From an optimization exercise on the open Yosys and OpenROAD flow, aimed at small area, a short achievable clock period and few clock cycles per item; shortcuts taken in it are not production practice.
The RTL was checked by simulation tests, not by an equivalence proof against the original design.
No activity file was given, so power comes from the tool's default toggle rates.

==> flow/design.v (excerpt) <==
module civ_engine (
    input  wire        clk,
    input  wire        rst,          
    input  wire        en,           
    input  wire [10:0] bound,        
    input  wire        rx_valid,
    input  wire [7:0]  rx_data,
    output wire        rx_ready,
    output wire        tx_valid,
    output reg  [7:0]  tx_data,
    input  wire        tx_ready,
    output wire        cb_req,
    output wire [3:0]  cb_slot,
    output wire [31:0] cb_arg,
    input  wire        cb_ack,
    input  wire [31:0] cb_rdata
);
    localparam [7:0] PREAMBLE   = 8'hFE;
    localparam [7:0] TERMINATOR = 8'hFD;
    localparam [7:0] ACK        = 8'hFB;
    localparam [7:0] NAK        = 8'hFA;
    localparam [7:0] RIG_ADDR   = 8'h56;
    localparam [7:0] CTRL_ADDR  = 8'hE0;
    localparam [7:0] RIG_ID     = 8'h56;
    localparam BPC = 4;
    localparam NST = (32 + BPC - 1) / BPC;
    localparam W   = BPC * NST;
    localparam [1:0] RS_IDLE = 2'd0;
    localparam [1:0] RS_SAW  = 2'd1;
    localparam [1:0] RS_ACC  = 2'd2;
    localparam [1:0] P_IDLE  = 2'd0;
    localparam [1:0] P_ECHO  = 2'd1;
    localparam [1:0] P_CALL  = 2'd2;
    localparam [1:0] P_REPLY = 2'd3;
    localparam [3:0] T_NAK  = 4'd0;
    localparam [3:0] T_ACK  = 4'd1;
    localparam [3:0] T_FREQ = 4'd2;
    localparam [3:0] T_MODE = 4'd3;
    localparam [3:0] T_SM   = 4'd4;
    localparam [3:0] T_PTT  = 4'd5;
    localparam [3:0] T_ID   = 4'd6;
    localparam [3:0] T_0C   = 4'd7;
  ...
For scale: ~2100 cells after synthesis, ~270 flip-flops, about 100 I/O pins, roughly 0.017 mm2 of cells after synthesis.
make LEC_CHECK=0 ABC_AREA=1 CAP_MARGIN=20 CORE_MARGIN=2 CORE_UTILIZATION=40 CTS_BUF_LIST=sky130_fd_sc_hd__clkbuf_4 SLEW_MARGIN=20 finish   # period 40.0 ns
run.sh (not shown) runs the stock make flow with config.mk's settings and CLKGATE_MAP_FILE= SYNTH_SCRIPT=/design/flow/synth_recipe.tcl, a recipe that flattens the netlist after the stock synthesis.
The baseline finished clean.
Testbench counts at the start, summed over its fixed seeds: cycles 13,572, frames 768.
Next try:
CTS_BUF_LIST = default   (was sky130_fd_sc_hd__clkbuf_4)
Effect:
- The changed run finished with timing, DRC and antenna clean
- non-clock buffer count is unchanged
- sequential share of layout area is about the same
- final area hardly moves
- worst setup slack barely changes
- sequential cell count stays the same
Next try:
CORE_UTILIZATION = 65   (was 40)
CTS_BUF_LIST = sky130_fd_sc_hd__clkbuf_2 sky130_fd_sc_hd__clkbuf_4   (was default)
The new run went through all stages and came out clean; non-clock buffer count shrinks by 7; final area went down by a few percent; clock skew came out higher by 0.060 ns; global-route usage rose by 12 points.

========
Setup of build 33:
civ_engine, a different RTL version from the one above (not shown whole).
Size in the first run: about 1500 cells after synthesis, roughly 220 flip-flops, about 100 I/O pins, ~14000 um^2 of cells after synthesis.
Design civ_engine, start of the top module:
module civ_engine (
    input  wire        clk,
    input  wire        rst,          
    input  wire        en,           
    input  wire [10:0] bound,        
    input  wire        rx_valid,
    input  wire [7:0]  rx_data,
    output wire        rx_ready,
    output wire        tx_valid,
    output reg  [7:0]  tx_data,
    input  wire        tx_ready,
    output wire        cb_req,
    output wire [3:0]  cb_slot,
    output wire [31:0] cb_arg,
    input  wire        cb_ack,
    input  wire [31:0] cb_rdata
);
    localparam [7:0] PREAMBLE   = 8'hFE;
    localparam [7:0] TERMINATOR = 8'hFD;
    localparam [7:0] ACK        = 8'hFB;
    localparam [7:0] NAK        = 8'hFA;
    localparam [7:0] RIG_ADDR   = 8'h56;
    localparam [7:0] CTRL_ADDR  = 8'hE0;
    localparam [7:0] RIG_ID     = 8'h56;
    localparam BPC = 4;
    localparam NST = (32 + BPC - 1) / BPC;
    localparam W   = BPC * NST;
    localparam [1:0] RS_IDLE = 2'd0;
    localparam [1:0] RS_SAW  = 2'd1;
    localparam [1:0] RS_ACC  = 2'd2;
    localparam [1:0] P_IDLE  = 2'd0;
    localparam [1:0] P_ECHO  = 2'd1;
    localparam [1:0] P_CALL  = 2'd2;
    localparam [1:0] P_REPLY = 2'd3;
    localparam [4:0] T_NAK  = 5'd0;
    localparam [4:0] T_ACK  = 5'd1;
    localparam [4:0] T_ID   = 5'd6;
    localparam [4:0] T_0C   = 5'd7;
    localparam [4:0] T_10   = 5'd8;
    localparam [4:0] T_11   = 5'd9;
    localparam [4:0] T_12   = 5'd10;
    localparam [4:0] T_14   = 5'd11;
    localparam [4:0] T_16   = 5'd12;
    localparam [4:0] T_1A   = 5'd13;
    localparam [4:0] T_FREQ = 5'd16;     
    localparam [4:0] T_MODE = 5'd18;     
    localparam [4:0] T_PTT  = 5'd20;     
    localparam [4:0] T_SM   = 5'd26;     
    reg [1:0]  rs;
    reg [4:0]  n;
    reg [7:0]  buf_q [0:15];
    reg        pend;                     
    reg        pend_frm;                 
    reg [1:0]  ph;
    reg [4:0]  tc;                       
    reg [4:0]  elast;                    
    reg [7:0]  dst, src;
  ...
clock: 40.0 ns
lec_check: 0
abc_area: 1
cap_margin: 20
core_margin: 2
core_utilization: 60
cts_cluster_diameter: 50
cts_cluster_size: 32
slew_margin: 20
standard.sh (not shown) runs the stock make flow with config.mk's settings and CLKGATE_MAP_FILE= SYNTH_SCRIPT=/design/flow/synth_recipe.tcl, a recipe that flattens the netlist after the stock synthesis.
==> flow/flow/run.sh <==
#!/bin/bash
# Standard layout (the standard.sh) with two changes to how it is made:
#  - synthesis maps the logic with an area-oriented ABC script (flow/abc_area.script,
#    used in place of ORFS's, selected by ABC_AREA=1); registers are mapped as usual;
#  - the port buffers are made of the smallest buffer cell.
set -euo pipefail
rm -rf scripts_area
cp -r "$FLOW_HOME/scripts" scripts_area
cp flow/abc_area.script scripts_area/abc_area.script
export SCRIPTS_DIR="$PWD/scripts_area"
export BUFFER_PORTS_ARGS="-buffer_cell sky130_fd_sc_hd__buf_1"
bash standard.sh > standard_flow.log 2>&1
==> flow/flow/abc_area.script <==
strash
dch
amap
strash
&get -n
&st
&dch
&nf -R 1000 -p
&put
strash
dch
amap
topo
dnsize -c
Build 33 completed; timing, DRC and antenna clean
Testbench counts of build 33, summed over its fixed seeds: cycles 13,572, frames 768.
Edits applied to the flow inputs when going from build 33 to build 65:
Settings: SLEW_MARGIN now 0, was 20; CTS_CLUSTER_SIZE now 24, was 32; CTS_CLUSTER_DIAMETER now 60, was 50; CAP_MARGIN now 0, was 20.
[summary]
Combinational power share ends up higher on build 65.
[build 65 vs build 33] part of the total power dissipated in sequential elements: higher in build 65
The higher total wirelength of the detailed-routed design came out of build 33.
Worst hold-check slack: build 65 vs build 33 — no meaningful difference
diff inputs: build 65 => build 43
Settings: SLEW_MARGIN changed from 0 to 20; CAP_MARGIN changed from 0 to 20.
### Flow results
Compared with build 65, in build 43 shortest period the worst path allows now sits at about the same level; maximum operating frequency barely changed; count of hold-fix buffers inserted at cts roughly the same; post-detailed-routing wire length was more or less identical.
#### Input delta (build 56 over build 43)
Settings: changing CTS_CLUSTER_SIZE from 24 to 30; changing CTS_CLUSTER_DIAMETER from 60 to 80.
## What came out
- On global-route wire length before repair, the higher figure sits with build 43, not build 56.
- Diff build 43 -> build 56: clock power -18%, cell-internal power shrank by 0.000025 W, remaining max-slew budget at the tightest pin went down.
- The met2 track demand over resource in global routing number comes out higher for build 56 vs build 43.

-- what the ideal ports hide --
How much do the figures lean on ideal ports? The routed layouts below were timed once more, with nothing changed but the port constraints.
Step 1 assumes that a clkbuf_16 drives the clock port and a buf_2 every other input.
Step 2 times the ports against the registers' clock, not the clock port: input delays grow and output delays shrink by t, the midpoint of the rising clock arrivals with the driver on.
Three values: no drivers, after step 1, after step 2; two values: the first two.
run	t, ns	slack for setup (ns)	worst hold slack (ns)
the first run of note 1	0.790	22.676 / 22.645 / 22.645	0.469 / 0.469 / 0.469
the second run of note 1	0.623	22.678 / 22.647 / 22.647	0.469 / 0.469 / 0.469
the third run of note 1	0.764	22.687 / 22.663 / 22.663	0.461 / 0.461 / 0.461
build 33	0.611	23.626 / 23.599 / 23.599	0.548 / 0.548 / 0.548
build 65	0.569	23.633 / 23.608 / 23.608	0.546 / 0.546 / 0.546
build 43	0.572	23.636 / 23.608 / 23.608	0.548 / 0.548 / 0.548
build 56	0.538	23.635 / 23.607 / 23.607	0.550 / 0.550 / 0.550
After both steps every run listed still meets setup and hold.
